This design comes from an exercise in tuning for small area, a short achievable clock period and few clock cycles per item on the open sky130 flow, not from production work.
Only simulation tests tie the RTL to the original design; equivalence was not proved.

== P ==
## out_stage
module out_stage (
    input  wire        clk,
    input  wire        rst,           
    input  wire        cfg_we,
    input  wire [31:0] cfg_gain,      
    input  wire [1:0]  cfg_bits,      
    input  wire        cfg_rate_ok,   
    input  wire        sreset,
    input  wire        in_valid,
    output wire        in_ready,
    input  wire [31:0] in_data,
    output reg         out_valid,
    output reg  [31:0] out_data
);
==> module out_stage, before the edit <==
module out_stage (
    input  wire        clk,
    input  wire        rst,           
    input  wire        cfg_we,
    input  wire [31:0] cfg_gain,      
    input  wire [1:0]  cfg_bits,      
    input  wire        cfg_rate_ok,   
    input  wire        sreset,
    input  wire        in_valid,
    output wire        in_ready,
    input  wire [31:0] in_data,
    output reg         out_valid,
    output reg  [31:0] out_data
);
    localparam [31:0] SEED_A = 32'd12345;
    localparam [31:0] SEED_B = 32'd67890;
    reg [31:0] og;
    reg [1:0]  obits;
    reg        rate_ok;
    reg [31:0] sa, sb;
    assign in_ready = 1'b1;
    function [4:0] lzc24;
        input [23:0] x;
        integer i;
        begin
            lzc24 = 5'd0;
            for (i = 0; i < 24; i = i + 1)
                if (x[i]) lzc24 = 5'd23 - i[4:0];
        end
    endfunction
    function [4:0] tzc24;
        input [23:0] x;
        integer i;
        begin
            tzc24 = 5'd0;
            for (i = 23; i >= 0; i = i - 1)
                if (x[i]) tzc24 = i[4:0];
        end
    endfunction
    reg        v0;
    reg [31:0] a0;
    always @(posedge clk) begin
        v0 <= in_valid & ~rst;
        a0 <= in_data;
    end
    wire        sg1 = a0[31] ^ og[31];
    wire [7:0]  ea  = a0[30:23];
    wire [7:0]  eb  = og[30:23];
    wire        ha  = |ea;
    wire        hb  = |eb;
    wire [23:0] ma  = {ha, a0[22:0]};
    wire [23:0] mb  = {hb, og[22:0]};
    wire        zf1 = (~ha & ~hb) | (ma == 24'd0) | (mb == 24'd0);
    wire [4:0]  lz  = lzc24(ma) | lzc24(mb);
    wire [5:0]  tzs = {1'b0, tzc24(ma)} + {1'b0, tzc24(mb)} + {1'b0, lz};
    wire [47:0] p1;
    mul24 u_mul (.a(ma), .b(mb), .p(p1));
    wire [47:0] pn1 = p1 << lz;
    wire [9:0]  ex1 = {2'b00, ea} + {9'd0, ~ha} + {2'b00, eb} + {9'd0, ~hb}
                    - 10'd126 - {5'd0, lz};
    reg        v1, sg2, zf2, st23, st22;
    reg [25:0] pw2;
    reg [9:0]  ex2;
    always @(posedge clk) begin
        v1   <= v0 & ~rst;
        sg2  <= sg1;
        zf2  <= zf1;
        pw2  <= pn1[47:22];
        ex2  <= ex1;
        st23 <= (tzs < 6'd23);    
        st22 <= (tzs < 6'd22);    
    end
    wire        top  = pw2[25];
    wire [23:0] mant = top ? pw2[25:2] : pw2[24:1];
    wire        gbit = top ? pw2[1] : pw2[0];
    wire        st   = top ? st23 : st22;
    wire signed [10:0] e1 = $signed({ex2[9], ex2}) - $signed({10'd0, ~top});
    wire        rnd  = gbit & (st | mant[0]);
    wire [24:0] m25  = {1'b0, mant} + {24'd0, rnd};
    wire        rovf = m25[24];
    wire [23:0] mr   = rovf ? 24'h800000 : m25[23:0];
    wire        nz   = ~zf2 & ((e1 > -11'sd23) ||
                               ((e1 == -11'sd23) && ((mant[22:0] != 23'd0) || gbit || st)));
    wire        big  = ~zf2 & ((e1 > 11'sd127) ||
                               ((e1 == 11'sd127) && ((mant[22:0] != 23'd0) || rnd)));
    wire [23:0] mc   = big ? 24'h800000 : mr;
    wire [4:0]  bm1  = (obits == 2'd0) ? 5'd15 : (obits == 2'd1) ? 5'd19 : 5'd23;
    wire signed [10:0] sr = e1 - 11'sd126 + $signed({6'd0, bm1});
    wire signed [10:0] s  = big ? $signed({6'd0, bm1}) + 11'sd1 : sr + $signed({10'd0, rovf});
    wire        lowr = zf2 | (s < -11'sd23);      
    wire [25:0] dp   = {2'b00, sa[31:8]} - {2'b00, sb[31:8]} + 26'd8388608;
    wire [25:0] f2   = (dp ^ {26{sg2}}) + {1'b0, sg2, 24'd0};
    reg        v2, sg3, lowr3, lrg3, cz3;
    reg [25:0] f;
    reg [23:0] mc3;
    reg [5:0]  r3;
    always @(posedge clk) begin
        v2    <= v1 & ~rst;
        sg3   <= sg2;
        lowr3 <= lowr;
        lrg3  <= ~lowr & (s > 11'sd0);
        cz3   <= sg2 & nz;              
        mc3   <= mc;
        r3    <= 6'd24 - s[5:0];        
        f     <= f2;
    end
    wire [47:0] wide = {mc3, 24'd0} >> r3;
    wire [23:0] lo   = lowr3 ? 24'd0 : wide[23:0];
    wire [4:0]  n    = lrg3 ? r3[4:0] : (r3[4:0] - 5'd24);    
    wire [23:0] tm   = ~(24'hFFFFFF << n);
    wire        stlo = ~lrg3 & ((mc3 & tm) != 24'd0);
    wire        cin  = lowr3 ? cz3 : (sg3 & stlo);
    wire [26:0] sum  = {3'b000, lo} + {f[25], f} + {26'd0, cin};
    wire [2:0]  t    = sum[26:24];                
    wire        tneg = t[2];
    wire        t1   = (t == 3'd1);
    wire        t2   = (t == 3'd2);
    wire [23:0] mh   = mc3 & ~tm;
    wire [24:0] oh   = {tm, 1'b1} & ~{1'b0, tm};    
    wire [25:0] add  = tneg ? {2'b11, ~tm} : t2 ? {oh, 1'b0} : t1 ? {1'b0, oh} : 26'd0;
    wire [25:0] mq   = {2'b00, mh} + add;
    wire        dup  = mq[24];
    wire        ddn  = ~mq[24] & ~mq[23];
    wire [22:0] qf   = dup ? mq[23:1] : ddn ? {mq[21:0], 1'b0} : mq[22:0];
    wire [4:0]  bm3  = (obits == 2'd0) ? 5'd15 : (obits == 2'd1) ? 5'd19 : 5'd23;
    wire [7:0]  ec3  = 8'd150 - {3'd0, bm3} - {2'd0, r3};
    wire [7:0]  ecp  = 8'd151 - {3'd0, bm3} - {2'd0, r3};
    wire [7:0]  ecm  = 8'd149 - {3'd0, bm3} - {2'd0, r3};
    wire [7:0]  qe   = dup ? ecp : ddn ? ecm : ec3;
    wire        kz   = (mq[24:22] == 3'd0);
    wire [31:0] ql   = kz ? 32'd0 : {sg3, qe, qf};
    wire [7:0]  es   = 8'd127 - {3'd0, bm3} + {7'd0, t2};
    wire [31:0] qs   = (t == 3'd0) ? 32'd0 : {sg3 ^ tneg, es, 23'd0};
    wire [31:0] q    = lrg3 ? ql : qs;
    wire [31:0] y    = rate_ok ? q : {q[31], 31'd0};
    always @(posedge clk) begin
        out_valid <= v2 & ~rst;
        out_data  <= y;
    end
    wire [31:0] sa_n, sb_n;
    lcg_a u_lcg_a (.x(sa), .y(sa_n));
    lcg_b u_lcg_b (.x(sb), .y(sb_n));
    always @(posedge clk) begin
        if (rst) begin
            og      <= 32'h3FFF64C1;    
            obits   <= 2'd0;            
            rate_ok <= 1'b0;            
        end else if (cfg_we) begin
            og      <= cfg_gain;
            obits   <= cfg_bits;
            rate_ok <= cfg_rate_ok;
        end
        if (rst | sreset) begin
            sa <= SEED_A;
            sb <= SEED_B;
        end else if (v0) begin
            sa <= sa_n;
            sb <= sb_n;
        end
    end
endmodule
clock: 45.0 ns
lec_check: 0
cap_margin: 20
core_margin: 2
core_utilization: 40
place_density: 0.6
setup_slack_margin: 1.5
slew_margin: 20
synth_hierarchical: 1
synth_minimum_keep_size: 0
run.sh (not shown) runs the stock make flow with config.mk's settings and CLKGATE_MAP_FILE= SYNTH_SCRIPT=/design/flow/synth_recipe.tcl, a recipe that flattens the netlist after the stock synthesis.
Testbench counts of P, summed over its fixed seeds: cycles 33,024, items 32,768.
#### Input delta (T over P)
--- a/flow/design.v
+++ b/flow/design.v
@@ -2050,6 +2050,7 @@
                                ((e1 == -11'sd23) && ((mant[22:0] != 23'd0) || gbit || st)));
     wire        big  = ~zf2 & ((e1 > 11'sd127) ||
                                ((e1 == 11'sd127) && ((mant[22:0] != 23'd0) || rnd)));
+    wire [7:0]  ec   = big ? 8'd127 : (e1[7:0] + {7'd0, rovf});
     wire [23:0] mc   = big ? 24'h800000 : mr;
     wire [4:0]  bm1  = (obits == 2'd0) ? 5'd15 : (obits == 2'd1) ? 5'd19 : 5'd23;
     wire signed [10:0] sr = e1 - 11'sd126 + $signed({6'd0, bm1});
@@ -2061,6 +2062,7 @@
     reg [25:0] f;
     reg [23:0] mc3;
     reg [5:0]  r3;
+    reg [7:0]  ec3;
     always @(posedge clk) begin
         v2    <= v1 & ~rst;
         sg3   <= sg2;
@@ -2069,6 +2071,7 @@
         cz3   <= sg2 & nz;              
         mc3   <= mc;
         r3    <= 6'd24 - s[5:0];        
+        ec3   <= ec;
         f     <= f2;
     end
     wire [47:0] wide = {mc3, 24'd0} >> r3;
@@ -2089,13 +2092,10 @@
     wire        dup  = mq[24];
     wire        ddn  = ~mq[24] & ~mq[23];
     wire [22:0] qf   = dup ? mq[23:1] : ddn ? {mq[21:0], 1'b0} : mq[22:0];
-    wire [4:0]  bm3  = (obits == 2'd0) ? 5'd15 : (obits == 2'd1) ? 5'd19 : 5'd23;
-    wire [7:0]  ec3  = 8'd150 - {3'd0, bm3} - {2'd0, r3};
-    wire [7:0]  ecp  = 8'd151 - {3'd0, bm3} - {2'd0, r3};
-    wire [7:0]  ecm  = 8'd149 - {3'd0, bm3} - {2'd0, r3};
-    wire [7:0]  qe   = dup ? ecp : ddn ? ecm : ec3;
+    wire [7:0]  qe   = ec3 + {7'd0, dup} - {7'd0, ddn};
     wire        kz   = (mq[24:22] == 3'd0);
     wire [31:0] ql   = kz ? 32'd0 : {sg3, qe, qf};
+    wire [4:0]  bm3  = (obits == 2'd0) ? 5'd15 : (obits == 2'd1) ? 5'd19 : 5'd23;
     wire [7:0]  es   = 8'd127 - {3'd0, bm3} + {7'd0, t2};
     wire [31:0] qs   = (t == 3'd0) ? 32'd0 : {sg3 ^ tneg, es, 23'd0};
     wire [31:0] q    = lrg3 ? ql : qs;
--- outcome ---
When T is measured against P, its number of buffers inserted during clock tree synthesis turns out 2.9% higher. Changes observed in T relative to P: maximum operating frequency comparable, area of the mapped netlist comparable, fraction of final layout cells sized beyond drive strength 1 now larger. Diff P -> T: pin count of the biggest net entering global routing fell 5; post-layout utilization of the core fell 0.25 points. Relative to P, the overall global routing resource usage of T is lower by 0.22 points. Setup slack in T is larger than in P.
Testbench counts of T, summed over its fixed seeds: cycles 33,024, items 32,768.

[what the ideal ports hide]
The results above use ideal ports. As a check the final layouts listed here were re-extracted and re-timed, cells and wires unchanged.
Step 1 (the two cells are an assumption about what drives the block):
set clk [get_ports {clk}]
set_driving_cell -lib_cell sky130_fd_sc_hd__clkbuf_16 $clk
set_driving_cell -lib_cell sky130_fd_sc_hd__buf_2 [delete_from_list [all_inputs] $clk]
Step 2 times the ports against the registers' clock, not the clock port: input delays grow and output delays shrink by t, the midpoint of the rising clock arrivals with the driver on.
Slacks: ideal ports / drivers / drivers and shift; pairs: ideal ports / drivers.
| run | t, ns | setup WS [ns] | worst data-port slew with drivers (ns) |
|---|---|---|---|
| P | 0.670 | 34.554 / 34.483 / 34.422 | 0.04 |
| T | 0.655 | 34.564 / 34.498 / 34.394 | 0.05 |
After both steps every run listed still meets setup and hold. For T, which loses most, drivers alone change the setup slack by -0.066 ns; drivers and shift together by -0.170 ns.
